Context: an optimization exercise on an open-source flow, tuned for small area and a short achievable clock period. The choices shown serve that exercise and are no tape-out recipe. The RTL was checked by simulation tests, not by an equivalence proof against the original design. Power and IR drop assume default switching activity.

==> module hfp8_enc_lane, before the edit <==
module hfp8_enc_lane (
    input  wire [8:0]  s1,        
    input  wire [7:0]  top,       
    input  wire        lo,        
    input  wire [2:0]  ebits,     
    input  wire [2:0]  r,         
    input  wire [5:0]  mh,        
    input  wire [6:0]  mmask,     
    input  wire [6:0]  hm,        
    output wire [6:0]  qp,        
    output wire        up,        
    output wire        ovf,       
    output wire        inexact    
);
    wire        e_ge1  = s1[8] | (s1[7] & (|s1[6:0]));       
    wire        normal = s1[8] | (s1[7] & (|s1[6:1]));       
    wire        zero   = !s1[8] && !s1[7] && ((s1[6:3] != 4'hF) || (s1[2:0] <= ebits));
    assign      ovf    = s1[8] | (s1[7] & (|(s1[6:0] & hm)));
    wire [2:0]  u  = e_ge1 ? r : (ebits - s1[2:0]);
    wire [14:0] w  = {top, 7'd0} >> u;
    wire [6:0]  n      = zero ? 7'd0 : w[14:8];
    wire        guard  = !zero && w[7];
    wire        sticky = lo || (zero ? (|top) : (|w[6:0]));
    reg  [6:0]  eh;                              
    integer k;
    always @(*) begin
        eh = 7'd0;
        for (k = 0; k < 6; k = k + 1)
            eh = eh | ((s1[6:0] << (k + 1)) & {7{mh[k]}});
    end
    assign qp      = normal ? (eh | (n & mmask)) : n;
    assign up      = guard & (sticky | n[0]);
    assign inexact = guard | sticky;
endmodule
==> module hfp8_codec, before the edit <==
module hfp8_codec (
    input  wire         clk,
    input  wire         rst,         
    input  wire         in_valid,
    input  wire         mode,        
    input  wire [2:0]   ebits,
    input  wire [7:0]   ebias,
    input  wire [31:0]  maxpos,      
    input  wire [127:0] din,
    output wire         out_valid,
    output wire         err,
    output wire [127:0] dout
);
    genvar i;
    wire [94:0] pre;             
    wire [39:0] dcodes = {din[31:0], 8'd0};
    generate
        for (i = 0; i < 5; i = i + 1) begin : s1pre
            wire [31:0] x = (i == 4) ? maxpos : din[32*i +: 32];
            wire [8:0]  s1;
            wire [7:0]  top;
            wire        lo;
            hfp8_enc_pre u_pre (.a(x[30:0]), .ebias(ebias[6:0]), .s1(s1), .top(top), .lo(lo));
            if (i == 4) begin : m
                assign pre[19*i +: 19] = {x[31], s1, top, lo};
            end else begin : l
                wire [9:0] dc = dcodes[39 - 10*i -: 10];
                assign pre[19*i +: 19] = mode ? {dc[9], s1, dc[8:0]} : {x[31], s1, top, lo};
            end
        end
    endgenerate
    reg         s1_valid;
    reg         s1_mode;
    reg [2:0]   s1_ebits;
    reg [7:0]   s1_ebias;
    reg [2:0]   p_r;         
    reg [5:0]   p_mh;        
    reg [6:0]   p_mmask;     
    reg [6:0]   p_hm;        
    reg [5:0]   p_rh;        
    reg [94:0]  s1_x;
    always @(posedge clk) begin
        if (rst)
            s1_valid <= 1'b0;
        else
            s1_valid <= in_valid;
        s1_mode  <= mode;
        s1_ebits <= ebits;
        s1_ebias <= ebias;
        p_r      <= ebits - 3'd1;
        p_mh     <= 6'd1 << (3'd6 - ebits);
        p_mmask  <= {1'b0, 5'h1F >> (ebits - 3'd1), 1'b1};    
        p_hm     <= {1'b1, 5'h1F << (ebits - 3'd1), 1'b0};
        p_rh     <= 6'd1 << (ebits - 3'd1);
        s1_x     <= pre;
    end
    wire [31:0] s1_codes = {s1_x[18], s1_x[8:0], s1_x[37], s1_x[27:19],
                            s1_x[56], s1_x[46:38], s1_x[75], s1_x[65]};
    wire [6:0] mq;
    wire       mup, movf, minexact;
    hfp8_enc_lane u_encm (
        .s1(s1_x[93:85]), .top(s1_x[84:77]), .lo(s1_x[76]),
        .ebits(s1_ebits), .r(p_r), .mh(p_mh), .mmask(p_mmask), .hm(p_hm),
        .qp(mq), .up(mup), .ovf(movf), .inexact(minexact)
    );
    wire perr = (s1_ebits == 3'd0) || (s1_ebits == 3'd7) || (s1_ebias == 8'd0) || s1_ebias[7]
             || (!s1_mode && (s1_x[94] || ((s1_x[84:77] == 8'd0) && !s1_x[76])));
    wire [51:0] s2_d;        
    generate
        for (i = 0; i < 4; i = i + 1) begin : s2lane
            wire [18:0] x = s1_x[19*i +: 19];
            wire [6:0]  qp;
            wire        up, ovf;
            hfp8_enc_lane u_enc (
                .s1(x[17:9]), .top(x[8:1]), .lo(x[0]),
                .ebits(s1_ebits), .r(p_r), .mh(p_mh), .mmask(p_mmask), .hm(p_hm),
                .qp(qp), .up(up), .ovf(ovf), .inexact()
            );
            wire [7:0] c = s1_codes[8*i +: 8];
            reg [11:0] al;
            integer k;
            always @(*) begin
                al = 12'd0;
                for (k = 0; k < 6; k = k + 1)
                    al = al | (({5'd0, c[6:0]} << k) & {12{p_rh[k]}});
            end
            assign s2_d[13*i +: 13] = s1_mode ? {c[7], al} : {x[18], qp, up, ovf, 3'b000};
        end
    endgenerate
    reg         s2_valid;
    reg         s2_mode;
    reg         s2_perr;
    reg         s2_movf;
    reg         s2_minexact;
    reg [6:0]   s2_nb;       
    reg [6:0]   s2_mq;
    reg         s2_mup;
    reg [51:0]  s2_lane;
    always @(posedge clk) begin
        if (rst)
            s2_valid <= 1'b0;
        else
            s2_valid <= s1_valid;
        s2_mode     <= s1_mode;
        s2_perr     <= perr;
        s2_movf     <= movf;
        s2_minexact <= minexact;
        s2_nb       <= ~s1_ebias[6:0];
        s2_mq       <= mq;
        s2_mup      <= mup;
        s2_lane     <= s2_d;
    end
    wire param_err = s2_perr || (!s2_mode && (s2_movf || ((s2_mq == 7'h7F) && s2_minexact)));
    wire [6:0]  mq1 = s2_mq + 7'd1;
    wire [6:0]  cm  = s2_mup ? mq1 : s2_mq;
    wire [31:0] codes;
    wire [59:0] dec;
    generate
        for (i = 0; i < 4; i = i + 1) begin : s3lane
            wire [12:0] l   = s2_lane[13*i +: 13];
            wire [6:0]  qp  = l[11:5];
            wire        up  = l[4];
            wire        ovf = l[3];
            wire [6:0]  q   = qp + {6'd0, up};
            wire [7:0]  d   = {1'b0, qp} - {1'b0, s2_mq};
            wire        ge  = !d[7];
            wire        gt  = ge && (d[6:0] != 7'd0);
            wire        gt1 = ge && (d[6:1] != 6'd0);
            wire        sel = ovf || ((up == s2_mup) ? gt : up ? ge : gt1);
            assign codes[8*i +: 8] = {l[12], sel ? cm : q};
            hfp8_dec_lane u_dec (.sign(l[12]), .al(l[11:0]), .nb(s2_nb), .f(dec[15*i +: 15]));
        end
    endgenerate
    reg          s3_valid;
    reg          s3_err;
    reg [31:0]   s3_lo;      
    reg [44:0]   s3_hi;      
    always @(posedge clk) begin
        if (rst)
            s3_valid <= 1'b0;
        else
            s3_valid <= s2_valid;
        s3_err <= param_err;
        s3_lo  <= param_err ? 32'd0 : s2_mode ? {dec[14:0], 17'd0} : codes;
        s3_hi  <= (s2_mode && !param_err) ? dec[59:15] : 45'd0;
    end
    assign out_valid = s3_valid;
    assign err       = s3_err;
    assign dout      = {s3_hi[44:30], 17'd0, s3_hi[29:15], 17'd0, s3_hi[14:0], 17'd0, s3_lo};
endmodule
==> flow/config.mk <==
export PLATFORM = sky130hd
export DESIGN_NAME = hfp8_codec
export DESIGN_NICKNAME = hfp8_codec
export VERILOG_FILES = /design/flow/design.v
export SDC_FILE = /design/flow/constraint.sdc
export NUM_CORES = 4
export LEC_CHECK = 0
export ABC_AREA = 1
export CAP_MARGIN = 20
export CORE_MARGIN = 2
export CORE_UTILIZATION = 60
export SLEW_MARGIN = 20
==> flow/constraint.sdc <==
create_clock -name core_clock -period 12.0 [get_ports {clk}]
set_input_delay 2.4000 -clock core_clock [delete_from_list [all_inputs] [get_ports {clk}]]
set_output_delay 2.4000 -clock core_clock [all_outputs]
set_load 0.01 [all_outputs]
standard.sh (not shown) runs the stock make flow with config.mk's settings and CLKGATE_MAP_FILE= SYNTH_SCRIPT=/design/flow/synth_recipe.tcl, a recipe that flattens the netlist after the stock synthesis.
==> flow/flow/run.sh <==
#!/bin/bash
set -euo pipefail
bash standard.sh SETUP_SLACK_MARGIN=8.5 "BUFFER_PORTS_ARGS=-buffer_cell sky130_fd_sc_hd__buf_1" finish \
    > standard_flow.log 2>&1
Rerun with:
--- a/flow/design.v
+++ b/flow/design.v
@@ -14,37 +14,29 @@
 module hfp8_enc_lane (
     input  wire [8:0]  s1,        
     input  wire [7:0]  top,       
     input  wire        lo,        
     input  wire [2:0]  ebits,     
     input  wire [2:0]  r,         
-    input  wire [5:0]  mh,        
-    input  wire [6:0]  mmask,     
     input  wire [6:0]  hm,        
     output wire [6:0]  qp,        
     output wire        up,        
     output wire        ovf,       
     output wire        inexact    
 );
     wire        e_ge1  = s1[8] | (s1[7] & (|s1[6:0]));       
     wire        normal = s1[8] | (s1[7] & (|s1[6:1]));       
     wire        zero   = !s1[8] && !s1[7] && ((s1[6:3] != 4'hF) || (s1[2:0] <= ebits));
     assign      ovf    = s1[8] | (s1[7] & (|(s1[6:0] & hm)));
     wire [2:0]  u  = e_ge1 ? r : (ebits - s1[2:0]);
-    wire [14:0] w  = {top, 7'd0} >> u;
+    wire [13:0] y  = normal ? {s1[6:0], top[6:0]} : {6'd0, top};
+    wire [20:0] w  = {y, 7'd0} >> u;
     wire [6:0]  n      = zero ? 7'd0 : w[14:8];
     wire        guard  = !zero && w[7];
     wire        sticky = lo || (zero ? (|top) : (|w[6:0]));
-    reg  [6:0]  eh;                              
-    integer k;
-    always @(*) begin
-        eh = 7'd0;
-        for (k = 0; k < 6; k = k + 1)
-            eh = eh | ((s1[6:0] << (k + 1)) & {7{mh[k]}});
-    end
-    assign qp      = normal ? (eh | (n & mmask)) : n;
+    assign qp      = n;
     assign up      = guard & (sticky | n[0]);
     assign inexact = guard | sticky;
 endmodule
 module hfp8_dec_lane (
     input  wire        sign,
     input  wire [11:0] al,
@@ -109,52 +101,48 @@
     endgenerate
     reg         s1_valid;
     reg         s1_mode;
     reg [2:0]   s1_ebits;
     reg [7:0]   s1_ebias;
     reg [2:0]   p_r;         
-    reg [5:0]   p_mh;        
-    reg [6:0]   p_mmask;     
     reg [6:0]   p_hm;        
     reg [5:0]   p_rh;        
     reg [94:0]  s1_x;
     always @(posedge clk) begin
         if (rst)
             s1_valid <= 1'b0;
         else
             s1_valid <= in_valid;
         s1_mode  <= mode;
         s1_ebits <= ebits;
         s1_ebias <= ebias;
         p_r      <= ebits - 3'd1;
-        p_mh     <= 6'd1 << (3'd6 - ebits);
-        p_mmask  <= {1'b0, 5'h1F >> (ebits - 3'd1), 1'b1};    
-        p_hm     <= {1'b1, 5'h1F << (ebits - 3'd1), 1'b0};
+        p_hm     <= 7'h7F << ebits;
         p_rh     <= 6'd1 << (ebits - 3'd1);
         s1_x     <= pre;
     end
     wire [31:0] s1_codes = {s1_x[18], s1_x[8:0], s1_x[37], s1_x[27:19],
                             s1_x[56], s1_x[46:38], s1_x[75], s1_x[65]};
     wire [6:0] mq;
     wire       mup, movf, minexact;
     hfp8_enc_lane u_encm (
         .s1(s1_x[93:85]), .top(s1_x[84:77]), .lo(s1_x[76]),
-        .ebits(s1_ebits), .r(p_r), .mh(p_mh), .mmask(p_mmask), .hm(p_hm),
+        .ebits(s1_ebits), .r(p_r), .hm(p_hm),
         .qp(mq), .up(mup), .ovf(movf), .inexact(minexact)
     );
     wire perr = (s1_ebits == 3'd0) || (s1_ebits == 3'd7) || (s1_ebias == 8'd0) || s1_ebias[7]
              || (!s1_mode && (s1_x[94] || ((s1_x[84:77] == 8'd0) && !s1_x[76])));
     wire [51:0] s2_d;        
     generate
         for (i = 0; i < 4; i = i + 1) begin : s2lane
             wire [18:0] x = s1_x[19*i +: 19];
             wire [6:0]  qp;
             wire        up, ovf;
             hfp8_enc_lane u_enc (
                 .s1(x[17:9]), .top(x[8:1]), .lo(x[0]),
-                .ebits(s1_ebits), .r(p_r), .mh(p_mh), .mmask(p_mmask), .hm(p_hm),
+                .ebits(s1_ebits), .r(p_r), .hm(p_hm),
                 .qp(qp), .up(up), .ovf(ovf), .inexact()
             );
             wire [7:0] c = s1_codes[8*i +: 8];
             reg [11:0] al;
             integer k;
             always @(*) begin
After rerunning: Final cell count is about the same; clock skew falls by 0.0061 ns; wire length goes down by 4.6%; design area drops by 0.56%; sequential power hardly moves; clock power is higher by about 4%; combinational power came out higher by 14%.

==> what the ideal ports hide <==
The flow's constraints put no driver on any port. The routed layouts listed below were extracted and timed again, unchanged, in two steps. Step 1: set_driving_cell puts a clkbuf_16 on clk and a buf_2 on each other input, an assumption about the parent block. Step 2 moves the port delays by t, midway between the first and last clock arrival at a register: inputs arrive t later, outputs are due t later. That takes back most of the time a late clock gives input paths. Three values: no drivers, after step 1, after step 2; two values: the first two.
run	shift t [ns]	slack for setup (ns)	cell pins on the clock port's net
the first run	0.633	8.531 / 8.476 / 7.942	1
the second run	0.629	8.537 / 8.489 / 8.028	1
After both steps setup and hold are still met in every run listed. The setup slack of the first run, which loses most, moves by -0.055 ns with the drivers and by -0.589 ns with both steps.
